From an optimization exercise on the open Yosys and OpenROAD flow, aimed at small area, a short achievable clock period and few clock cycles per item; shortcuts taken in it are not production practice. In this exercise RTL edits were held to simulation tests only and were not proved equivalent to the original. No activity file was given, so power comes from the tool's default toggle rates.

**flow/flow/run.sh**
```bash
#!/bin/bash
# Standard layout, with plain buf_1 cells as the port buffers.
set -euo pipefail
export BUFFER_PORTS_ARGS="-buffer_cell sky130_fd_sc_hd__buf_1"
bash standard.sh > standard_flow.log 2>&1
```
**flow/standard.sh**
```bash
#!/bin/bash
# synth_recipe.tcl (not shown) runs the flow's synth.tcl, then flattens the netlist and writes it again
# the make line also repeats each setting of config.mk as NAME=value (left out here)
make -C /OpenROAD-flow-scripts/flow DESIGN_CONFIG=/design/flow/config.mk WORK_HOME=/design/flow/orfs CLKGATE_MAP_FILE= SYNTH_SCRIPT=/design/flow/synth_recipe.tcl "${@:-finish}"
```
**flow/config.mk**
```make
export PLATFORM = sky130hd
export DESIGN_NAME = ubc_codec
export DESIGN_NICKNAME = ubc_codec
export VERILOG_FILES = /design/flow/design.v
export SDC_FILE = /design/flow/constraint.sdc
export NUM_CORES = 4
export LEC_CHECK = 0
export ABC_CLOCK_PERIOD_IN_PS = 2500
export CAP_MARGIN = 0
export CORE_MARGIN = 2
export CORE_UTILIZATION = 40
export CTS_BUF_LIST = sky130_fd_sc_hd__clkbuf_8
export CTS_CLUSTER_DIAMETER = 50
export CTS_CLUSTER_SIZE = 16
export PLACE_DENSITY = 0.8
export SETUP_SLACK_MARGIN = 3.6
export SLEW_MARGIN = 0
```
**flow/constraint.sdc**
```tcl
create_clock -name core_clock -period 6.0 [get_ports {clk}]
set_input_delay 1.2000 -clock core_clock [delete_from_list [all_inputs] [get_ports {clk}]]
set_output_delay 1.2000 -clock core_clock [all_outputs]
set_load 0.01 [all_outputs]
```
**flow/design.v**
```verilog
module ubc_enc (
    input  wire        clk,
    input  wire        rst,
    input  wire        start,
    input  wire        in_valid,
    input  wire        in_end,
    input  wire [7:0]  in_data,
    output wire        in_ready,
    output wire        out_valid,
    output wire [20:0] out_data,
    input  wire        out_ready,
    output wire [1:0]  phase,
    output wire [31:0] in_count,
    output wire [31:0] out_count
);
    localparam [1:0] IDLE = 2'd0, BUSY = 2'd1, DONE = 2'd2;
    reg [1:0]  ph;
    reg        ending;        
    reg [1:0]  wcnt;          
    reg        tail;          
    reg        run;           
    reg        rfirst;        
    reg        rpend;         
    reg [7:0]  w0, w1;
    reg        e1;            
    reg [11:0] rc;
    reg        ov;
    reg [15:0] od;
    reg        hv, he;        
    reg [7:0]  hd;
    reg        rdy;           
    reg [31:0] in_cnt, out_cnt;
    function [15:0] u8(input [7:0] b);
        u8 = {8'h04, b};
    endfunction
    function [15:0] u12(input [11:0] n);
        u12 = {8'h4E + {4'd0, n[11:8]}, n[7:0]};
    endfunction
    function [15:0] apack(input [7:0] a, input [7:0] b);
        apack = {8'h5E + {2'd0, a[6], b[6], a[5:2]}, a[1:0], b[5:0]};
    endfunction
    wire busy   = (ph == BUSY);
    wire oflow  = !ov || out_ready;                   
    wire take   = in_valid && in_ready;
    wire xv     = hv || take;                         
    wire xe     = hv ? he : in_end;
    wire [7:0] xd = hv ? hd : in_data;
    wire flush  = busy && ending && !hv && (wcnt != 2'd0 || rpend);
    wire go     = (xv || flush) && oflow;
    wire fend   = xe || flush;                        
    wire newtx  = start && !busy;
    assign in_ready  = rdy;
    assign out_valid = ov;
    assign out_data  = {5'd0, od};
    assign phase     = ph;
    assign in_count  = in_cnt;
    assign out_count = out_cnt;
    wire [7:0] prev = (run || wcnt == 2'd1) ? w0 : w1;
    wire eqp    = (xd == prev);
    wire asc    = !w0[7] && !w1[7];
    wire full   = !run && !tail && wcnt == 2'd2;      
    wire runon  = eqp && rc != 12'd4095;
    wire runst  = eqp && e1;
    reg [15:0] s;
    always @(*) begin
        if (run)
            s = rfirst ? u8(w0) : u12(rc);
        else if (rpend)
            s = u12(12'd3);
        else if (tail)
            s = u12({w0[3:0], w1});
        else if (wcnt == 2'd2 && asc)
            s = apack(w0, w1);
        else if (wcnt == 2'd2 && !fend)
            s = u12({w0, w1[7:4]});
        else
            s = u8(w0);
    end
    reg        emit, n_run, n_first, n_pend, n_tail;
    reg [1:0]  n_wcnt;
    always @(*) begin
        n_first = 1'b0;
        n_pend  = 1'b0;
        if (fend) begin
            emit    = run || rpend || tail || wcnt != 2'd0;
            n_run   = 1'b0;
            n_pend  = run && rfirst;
            n_tail  = 1'b0;
            n_wcnt  = rpend ? wcnt : ((full && !asc) ? 2'd1 : 2'd0);
        end else if (run) begin
            emit    = rfirst || !runon;
            n_run   = runon;
            n_pend  = rfirst && !runon;
            n_tail  = 1'b0;
            n_wcnt  = 2'd1;
        end else if (tail) begin
            emit    = 1'b1;
            n_run   = 1'b0;
            n_tail  = 1'b0;
            n_wcnt  = 2'd1;
        end else if (wcnt != 2'd2) begin
            emit    = rpend;
            n_run   = 1'b0;
            n_tail  = 1'b0;
            n_wcnt  = wcnt + 2'd1;
        end else begin
            emit    = !runst;
            n_run   = runst;
            n_first = 1'b1;
            n_tail  = !runst && !asc;
            n_wcnt  = runst ? 2'd0 : (asc ? 2'd1 : 2'd2);
        end
    end
    wire       ov_n     = (ov && !out_ready) || (go && emit);
    wire       hv_n     = take ? !oflow : (hv && !oflow);
    wire       ending_n = ending || (take && in_end);
    wire       e_emit   = run || rpend || tail || wcnt != 2'd0;
    wire       fin_n    = go ? (fend && !e_emit)
                             : (ending && !hv && wcnt == 2'd0 && !rpend && !(ov && !out_ready));
    always @(posedge clk) begin
        if (rst) begin
            ph  <= IDLE;
            ov  <= 1'b0;
            hv  <= 1'b0;
            rdy <= 1'b0;
        end else if (newtx) begin
            rdy    <= 1'b1;
            ph     <= BUSY;
            ending <= 1'b0;
            wcnt   <= 2'd0;
            tail   <= 1'b0;
            run    <= 1'b0;
            rpend  <= 1'b0;
            hv     <= 1'b0;
            ov     <= 1'b0;
        end else begin
            ov     <= ov_n;
            hv     <= hv_n;
            ending <= ending_n;
            rdy    <= busy && !ending_n && !hv_n;
            if (busy && fin_n)
                ph <= DONE;
            if (go) begin
                run    <= n_run;
                rfirst <= n_first;
                rpend  <= n_pend;
                tail <= n_tail;
                wcnt <= n_wcnt;
            end
        end
    end
    always @(posedge clk) begin
        if (!hv) begin
            he <= in_end;
            hd <= in_data;
        end
        if (go) begin
            od <= s;
            w1 <= xd;
            e1 <= eqp;
            if (wcnt != 2'd1 || run || tail)
                w0 <= (full && !asc) ? w1 : xd;
            rc <= run ? rc + 12'd1 : 12'd3;
        end
    end
    reg inc_o, inc_i;
    always @(posedge clk) begin
        inc_o   <= go && emit && !newtx;
        inc_i   <= take && !in_end;
        in_cnt  <= newtx ? 32'd0 : in_cnt + {31'd0, inc_i};
        out_cnt <= newtx ? 32'd0 : out_cnt + {31'd0, inc_o};
    end
endmodule
module ubc_dec (
    input  wire        clk,
    input  wire        rst,
    input  wire        start,
    input  wire        mode,         
    input  wire        in_valid,
    input  wire        in_end,
    input  wire [20:0] in_data,
    output wire        in_ready,
    output wire        out_valid,
    output wire [7:0]  out_data,
    input  wire        out_ready,
    output wire [1:0]  phase,
    output wire [31:0] idx,
    output wire [31:0] out_count,
    output wire [1:0]  err_kind,
    output wire [31:0] err_idx,
    output wire [6:0]  err_sel
);
    localparam [1:0] IDLE = 2'd0, BUSY = 2'd1, DRAIN = 2'd2, DONE = 2'd3;
    localparam [1:0] C_OTHER = 2'd0, C_U8 = 2'd1, C_U12 = 2'd2, C_A = 2'd3;
    reg [1:0]  st;
    reg        rdy;          
    reg        cmode;
    reg        ending;       
    reg        fv, fe, flb;  
    reg [1:0]  fc;           
    reg [13:0] fp;           
    reg        pv;
    reg [1:0]  pc;           
    reg [31:0] pidx;         
    reg [11:0] P;            
    reg [11:0] S;            
    reg        em;           
    reg        isrun;        
    reg [1:0]  k;            
    reg        plast;        
    reg        addp;         
    reg [31:0] idx_r;
    reg [5:0]  ol0;          
    reg [5:0]  ol1;          
    reg [19:0] ohi;          
    reg        oc0, oc1;     
    reg [1:0]  kind;
    reg [2:0]  c1;
    wire hi0   = (in_data[20:16] == 5'd0);
    wire [6:0] t = in_data[15:9];
    wire is8   = hi0 && in_data[15:8] == 8'h04;
    wire is12  = hi0 && t >= 7'h27 && t <= 7'h2E;
    wire isA   = hi0 && t >= 7'h2F && t <= 7'h4E;
    wire isLB  = hi0 && (in_data[15:0] == 16'h000A || in_data[15:0] == 16'h000D);
    wire [4:0] dA = in_data[13:9] + 5'd17;      
    wire [1:0] cin = isA ? C_A : (is12 ? C_U12 : (is8 ? C_U8 : C_OTHER));
    wire [13:0] pin = {dA[4:3], isA ? dA[2:0] : in_data[11:9] + 3'd1, in_data[8:0]};
    reg dat_r;
    wire [31:0] idx_inc = idx_r + {31'd0, dat_r};
    wire act   = (st == BUSY);
    wire take  = in_valid && rdy;
    wire pgo   = fv && (!em || (out_ready && plast));  
    wire dat   = pgo && !fe && !flb && act;       
    wire lone  = pgo && fe && act && pv;          
    wire xfer  = em && out_ready;
    wire newtx = start && (st == IDLE || st == DONE);
    assign in_ready  = rdy;
    assign out_valid = em;
    assign out_data  = P[11:4];
    assign phase     = st;
    assign idx       = idx_r;
    assign out_count = {ohi, ol1, ol0};
    assign err_kind  = kind;
    assign err_idx   = pidx;
    assign err_sel   = {kind[0], c1, 1'b0, pc};
    wire pair_t3 = pc == C_U12 && fc == C_U12;
    wire pair_rn = pc == C_U8 && fc == C_U12;
    wire pair_p2 = pc == C_U8 && fc == C_U8;
    wire pair_ok = pair_t3 || pair_rn || pair_p2;
    wire f_dat = act && !fe && !flb;
    wire f_tok = f_dat && (pv ? pair_ok : fc == C_A) || act && fe && pv && pc == C_U8;
    wire f_em  = !cmode && f_tok && !(f_dat && pair_rn && fp[11:0] == 12'd0);
    wire f_err = f_dat && pv && !pair_ok;
    wire tok   = pgo && f_tok;
    wire fin   = ending && !fv && !em && !addp && !oc0 && !oc1;
    wire       busy_n   = newtx || ((st == BUSY || st == DRAIN) && !fin);
    wire [1:0] st_n     = newtx ? BUSY : ((st == BUSY || st == DRAIN) ?
                          (fin ? DONE : ((pgo && f_err) ? DRAIN : st)) : st);
    wire       em_n     = !newtx && (pgo ? f_em : (em && !(out_ready && plast)));
    wire       ending_n = newtx ? 1'b0 : (ending || (take && in_end));
    wire       fv_n     = newtx ? 1'b0 : (take || (fv && !pgo));
    always @(posedge clk) begin
        if (rst) begin
            st  <= IDLE;
            em  <= 1'b0;
            rdy <= 1'b0;
            fv  <= 1'b0;
        end else begin
            st  <= st_n;
            em  <= em_n;
            fv  <= fv_n;
            rdy <= busy_n && !ending_n && (!fv_n || !em_n);
        end
    end
    always @(posedge clk) begin
        if (!fv || pgo) begin
            fe  <= in_end;
            flb <= isLB;
            fc  <= cin;
            fp <= pin;
        end
        addp   <= tok && !newtx;
        ending <= ending_n;
        if (newtx) begin
            cmode <= mode;
            pv    <= 1'b0;
        end else if (dat) begin
            pv <= !pv && fc != C_A;
        end else if (lone) begin
            pv <= 1'b0;
        end
        if (newtx) begin
            kind <= 2'd0;
            c1   <= 3'd0;
        end else if (lone && pc != C_U8) begin
            kind <= 2'd2;
        end else if (dat && pv && !pair_ok) begin
            kind <= 2'd1;
            c1   <= (fc == C_A) ? {1'b1, fp[13:12]} : {1'b0, fc};
        end
        if (fv && f_dat && !pv) begin
            pidx <= idx_inc;
            pc   <= fc;
        end else if (fv && fe && act && !(pv && pc != C_U8)) begin
            pidx <= 32'd0;
            pc   <= 2'd0;
        end
        if (dat && !pv)
            P[11:4] <= (fc == C_A) ? {1'b0, fp[13], fp[11:6]} :
                       ((fc == C_U8) ? fp[7:0] : fp[11:4]);
        else if (xfer && !isrun)
            P[11:4] <= {P[3:0], S[11:8]};
        if (dat && (!pv || fc == C_U8))
            P[3:0] <= (fc == C_A) ? {1'b0, fp[12], fp[5:4]} :
                      ((fc == C_U8) ? (pv ? fp[7:4] : 4'd0) : fp[3:0]);
        else if (xfer && !isrun)
            P[3:0] <= S[7:4];
        if (pgo && act) begin
            S     <= fe ? 12'd1 : ((fc == C_U8 || fc == C_A) ? {fp[3:0], 8'd0} : fp[11:0]);
            isrun <= fe || pair_rn;
            k     <= (!fe && pv && pair_t3) ? 2'd2 : 2'd1;
            plast <= fe || (pair_rn && fp[11:0] == 12'd1);
        end else if (xfer) begin
            if (isrun)
                S <= S - 12'd1;
            else
                S <= {S[3:0], 8'd0};
            k     <= k - 2'd1;
            plast <= isrun ? (S == 12'd2) : (k == 2'd1);
        end
    end
    wire [11:0] amt = addp ? (isrun ? S : (k[1] ? 12'd3 : 12'd2)) : 12'd0;
    wire [6:0] s0 = {1'b0, ol0} + {1'b0, amt[5:0]};
    wire [6:0] s1 = {1'b0, ol1} + {1'b0, amt[11:6]} + {6'd0, oc0};
    always @(posedge clk) begin
        dat_r <= dat;
        idx_r <= newtx ? 32'd0 : idx_inc;
        ol0   <= newtx ? 6'd0 : s0[5:0];
        oc0   <= !newtx && s0[6];
        ol1   <= newtx ? 6'd0 : s1[5:0];
        oc1   <= !newtx && s1[6];
        ohi   <= newtx ? 20'd0 : ohi + {19'd0, oc1};
    end
endmodule
module ubc_codec (
    input  wire        clk,
    input  wire        rst,
    input  wire        enc_start,
    input  wire        enc_in_valid,
    input  wire        enc_in_end,
    input  wire [7:0]  enc_in_data,
    output wire        enc_in_ready,
    output wire        enc_out_valid,
    output wire [20:0] enc_out_data,
    input  wire        enc_out_ready,
    output wire [1:0]  enc_phase,
    output wire [31:0] enc_in_count,
    output wire [31:0] enc_out_count,
    input  wire        dec_start,
    input  wire        dec_mode,
    input  wire        dec_in_valid,
    input  wire        dec_in_end,
    input  wire [20:0] dec_in_data,
    output wire        dec_in_ready,
    output wire        dec_out_valid,
    output wire [7:0]  dec_out_data,
    input  wire        dec_out_ready,
    output wire [1:0]  dec_phase,
    output wire [31:0] dec_idx,
    output wire [31:0] dec_out_count,
    output wire [1:0]  dec_err_kind,
    output wire [31:0] dec_err_idx,
    output wire [6:0]  dec_err_sel
);
    ubc_enc u_enc (
        .clk       (clk),
        .rst       (rst),
        .start     (enc_start),
        .in_valid  (enc_in_valid),
        .in_end    (enc_in_end),
        .in_data   (enc_in_data),
        .in_ready  (enc_in_ready),
        .out_valid (enc_out_valid),
        .out_data  (enc_out_data),
        .out_ready (enc_out_ready),
        .phase     (enc_phase),
        .in_count  (enc_in_count),
        .out_count (enc_out_count)
    );
    ubc_dec u_dec (
        .clk       (clk),
        .rst       (rst),
        .start     (dec_start),
        .mode      (dec_mode),
        .in_valid  (dec_in_valid),
        .in_end    (dec_in_end),
        .in_data   (dec_in_data),
        .in_ready  (dec_in_ready),
        .out_valid (dec_out_valid),
        .out_data  (dec_out_data),
        .out_ready (dec_out_ready),
        .phase     (dec_phase),
        .idx       (dec_idx),
        .out_count (dec_out_count),
        .err_kind  (dec_err_kind),
        .err_idx   (dec_err_idx),
        .err_sel   (dec_err_sel)
    );
endmodule
```
==> summary.txt <==
cell families after synthesis:
kind of cell	after synthesis
mux	46
fa+ha+maj	34
xor+xnor	129
other cells	1
simple gates	586
compound gates	208
flops	293
buf+inv	117
state kept, by name, summed over array words and instances (netlist names), 3 cells and up:
register	count
u_dec.P	12
u_enc.in_cnt	32
u_enc.w0	8
u_enc.od	16
u_dec.S	12
u_dec.ohi	20
u_dec.ol1	6
u_dec.ol0	6
u_enc.hd	8
u_enc.w1	8
u_dec.fp	14
u_dec.pidx	32
u_dec.idx_r	32
u_enc.rc	12
u_enc.out_cnt	32
u_dec.c1	3
stage by stage:
stage | power (mW) | setup slack, ns | instance area (sq um) | util, %
detailed placement | 2.48 | 3.08 | 15200 | 44.0
CTS | 3.96 | 3.53 | 16400 | 47.5
floorplan | 2.40 | 3.40 | 14000 | -
finish | 3.93 | 3.58 | 16900 | 49.0
global route | 4.07 | 3.47 | 16900 | 49.0
global placement | 2.47 | 3.11 | 15200 | 44.0
power by group through the flow:
stage	registers, mW	logic (mW)	clock network [mW]
2_1_floorplan	2.21	0.183	0
3_3_place_gp	2.23	0.235	0
3_5_place_dp	2.23	0.242	0
4_1_cts	2.18	0.249	1.53
5_1_grt	2.18	0.288	1.60
6_report	2.17	0.259	1.50
synthesized netlist by cell type (all sizes together), types with 3 or more instances:
library cell | n | area share (%)
inv | 43 | 1.2
mux2i | 29 | 2.1
nand3b | 3 | 0.16
or3 | 19 | 0.85
nor4b | 3 | 0.19
a21oi | 72 | 2.6
o22ai | 7 | 0.31
a221oi | 3 | 0.19
o21bai | 3 | 0.16
ha | 31 | 2.8
o21ai | 63 | 2.3
nand3 | 52 | 1.9
and2 | 16 | 0.72
xnor2 | 46 | 2.9
a22oi | 4 | 0.22
a21boi | 3 | 0.16
and4 | 15 | 0.94
a211oi | 7 | 0.38
dfxtp | 160 | 23
o21a | 3 | 0.16
edfxtp | 133 | 29
nand4 | 28 | 1.3
and3 | 41 | 1.8
nor4 | 13 | 0.83
nor2b | 16 | 0.74
o31ai | 4 | 0.22
a21o | 13 | 0.70
or2 | 8 | 0.38
nand2b | 13 | 0.58
fa | 3 | 0.43
buf | 28 | 1.3
mux2 | 17 | 1.4
nor3 | 28 | 1.2
a31oi | 10 | 0.45
xor2 | 83 | 5.2
or4 | 4 | 0.27
a2111oi | 3 | 0.23
clkbuf | 46 | 1.2
nor2 | 232 | 6.2
nand2 | 86 | 2.3
what timing repair did:
item	CTS	global route
pin swaps	0	5
endpoints found under the setup margin	203	181
resized for setup	258	114
setup buffers	13	37
routing by layer:
layer	vias to the layer above	track usage [%]	wire, um
li1	5484	-	-
met1	5574	23.6	14700
met2	480	30.6	17400
met3	92	2.54	2180
met4	0	7.27	1130
met5	-	0	0
how the worst max path moves through the flow:
stage	end	slack (ns)	startpoint	cells after the start
final	dec_err_sel[1]	3.58	u_dec.pc[1]$_SDFFCE_PN0P_	1
after global routing	u_dec.pidx[5]$_SDFFCE_PN0P_	3.47	u_dec.fe$_DFFE_PN_	4
after CTS	dec_out_data[1]	3.53	u_dec.P[5]$_DFFE_PP_	1
after detailed placement	u_enc.od[4]$_DFFE_PP_	3.08	enc_in_end	7
after global placement	u_enc.od[0]$_DFFE_PP_	3.11	enc_in_end	7
after floorplan	u_enc.od[6]$_DFFE_PP_	3.40	enc_in_end	6
layout make-up:
cell class                 count  area, sq um  share of cell area, %
clock buffer                  32          440                   2.61
inverter                      43          169                   1.00
multi-input combinational   1009         6390                   37.8
sequential                   293         7440                   44.1
clock inverter                25          284                   1.68
timing repair buffer         293         1590                   9.44
tap                          455          569                   3.37
==> impl_results.md <==
* Die width at between 150 and 200 um
* Residual DRC at 0
* P_sw at 1.04 mW
* Type of the worst setup path: register to primary output
* Non-filler cells, final at approximately 2,200
* Port Buffers at 239
* Synth Area in Adders at under 10%
* Routability Congestion at 0.897
* Sw frac at a little over a quarter
* Depth of the CTS H-tree at 1
* Leakage dissipation at 6.90 nW
* Comb pwr share at 6.6%
* Global route total overflow at 0
* Startpoint Class: register
* Root Driver: clkbuf_8
* Post-Synth XOR/XNOR Area at 8.10%
* Period minus WS final at about 2.4 ns
* Synth Instances at 1,414
* # diodes at 0
* Top_reg_cell synth: dfxtp_1
* Post-synth EDFFs at 133
* Synthesized flop and latch total at 293
* Rows at around 70
* Delay-heaviest family, CP: flip-flops
* Initial core utilization at 40.5%
* Final ANT Viol Nets at 0
* Initial antenna violation count at 0
* Post-DP HPWL at 24.1 mm
* Register area share after synthesis at 51.6%
* Arrival time worst endpoint at roughly 1.2 ns
* Area of the core at between 30,000 and 40,000 sq um
* FFs w/ async S/R, synth at 0%
* Hold endpoint: u_dec.c1[2]$_SDFFE_PP0P_
* Power Dens Cells at 233 nW/um^2
* TritonRoute pass-1 iters at 6
* Pint at slightly below 3 mW
* Critical Path End Type: primary output
* Layout cells sized above 1 at roughly 28%
* CTS clk-pin slew, worst paths at 0.10 ns
* Post-synthesis compound-gate area fraction at 8.89%
* Area Overhead vs Synth at 21.0%
* Clk pwr share at 38.2%
* Synth Area in Simple Gates at 21.0%
* R2R setup slack at 3.61 ns
* Hold path depth at 2
* Final net count at 1,745
* Placed cells at 2,043
* Synth Area per Inst at 9.87 sq um
* Setup Viol. Count Final at 0
* Routed WL per cell at 16.5 um
* Most frequent cells in the layout: 231 x nor2_1, 133 x edfxtp_1, 121 x buf_2
* Min-delay worst type: register to register
* Ports at 246
* Max-cap violation count at 0
* Final-report max-slew violation count at 0
* Worst slew pin tran at roughly 1.1 ns
* GRT Util Overall at a little under a fifth
* Iteration-0 DRC Markers at 799
* Worst R2R Path Depth at 4
* Worst path slowest cell: edfxtp_1
* Clock Sinks at a little under 300
* Crit Reg-Reg Startpoint: u_dec.fe$_DFFE_PN_
* Main combinational cell family by area after synthesis: simple AND/OR/NAND/NOR gates
* Clock tree from TritonCTS: done
* Final Cycle Share at 40.4%
* Crit-path max cell delay at approximately 0.44 ns
* # hold bufs at CTS at 0
* Worst R2R End: u_dec.pidx[5]$_SDFFCE_PN0P_
* Via count at 11,630
* Crit path max fanout at 2
* Min Hold Slack at 0.472 ns
* CP Cell Sequence: buf_6
* Req. time, crit path at 4.80 ns
* RSZ-0062 raised after global routing: yes
* Max IR drop VDD at between 0.00015 and 0.0002 V
* Clock skew at 0.0349 ns
* Post-synthesis mux area share at 3.48%
* Full die area at around 36,000 sq um
* Largest net degree at the start of global routing at 63
* Vias in the first global route at 10,880
* Buf/Inv on CP at 1
* Drt total wl at 35.4 mm
* Fillers at 3,087
* Commonest non-fill, non-tap cell in the layout: nor2_1
* First-pass GRT wire length at 54.9 mm
* Peak Freq at 412 MHz
* Worst-Skew Late Latency at 0.63 ns
* Setup TNS at 0 ns
* Hold path startpoint: u_dec.c1[2]$_SDFFE_PP0P_
* Max_slew headroom at 27.5%
* Seq pwr share at 55.3%
* Die Y at around 190 um
* CTS Buf Count at 31
* Cell Area, Synth at roughly 14,000 sq um
* Clk buf depth at 3
* Synth unique cells at 75
* Via density at 5.41
* Status: no timing/DRC/antenna violations
* Syn. warnings at 2
* Final hold viol count at 0
Testbench counts, summed over its fixed seeds: cycles 35,192, items 65,871.

## static timing again, ports no longer ideal
No port has a modelled driver above. Below, the same layout with a new extraction and two added sets of constraints.
Step 1, drivers: a clkbuf_16 drives clk and a buf_2 each remaining input, both assumed.
Step 2 also shifts input and output timing later by t, the mid clock arrival at the registers, as if the neighbouring blocks saw the same clock.
Slacks: no drivers / after step 1 / after step 2; pairs: no drivers / after step 1.
t (ns): 0.659
slack for setup (ns): 3.575 / 3.532 / 3.077
worst register clock-pin slew, ns: 0.10 / 0.10
worst slew at a driven data input, ns: 0.05
pins driven straight from the clock port: 1
After both steps setup and hold are still met in this run. The setup slack of this run moves by -0.043 ns with the drivers and by -0.498 ns with both steps.
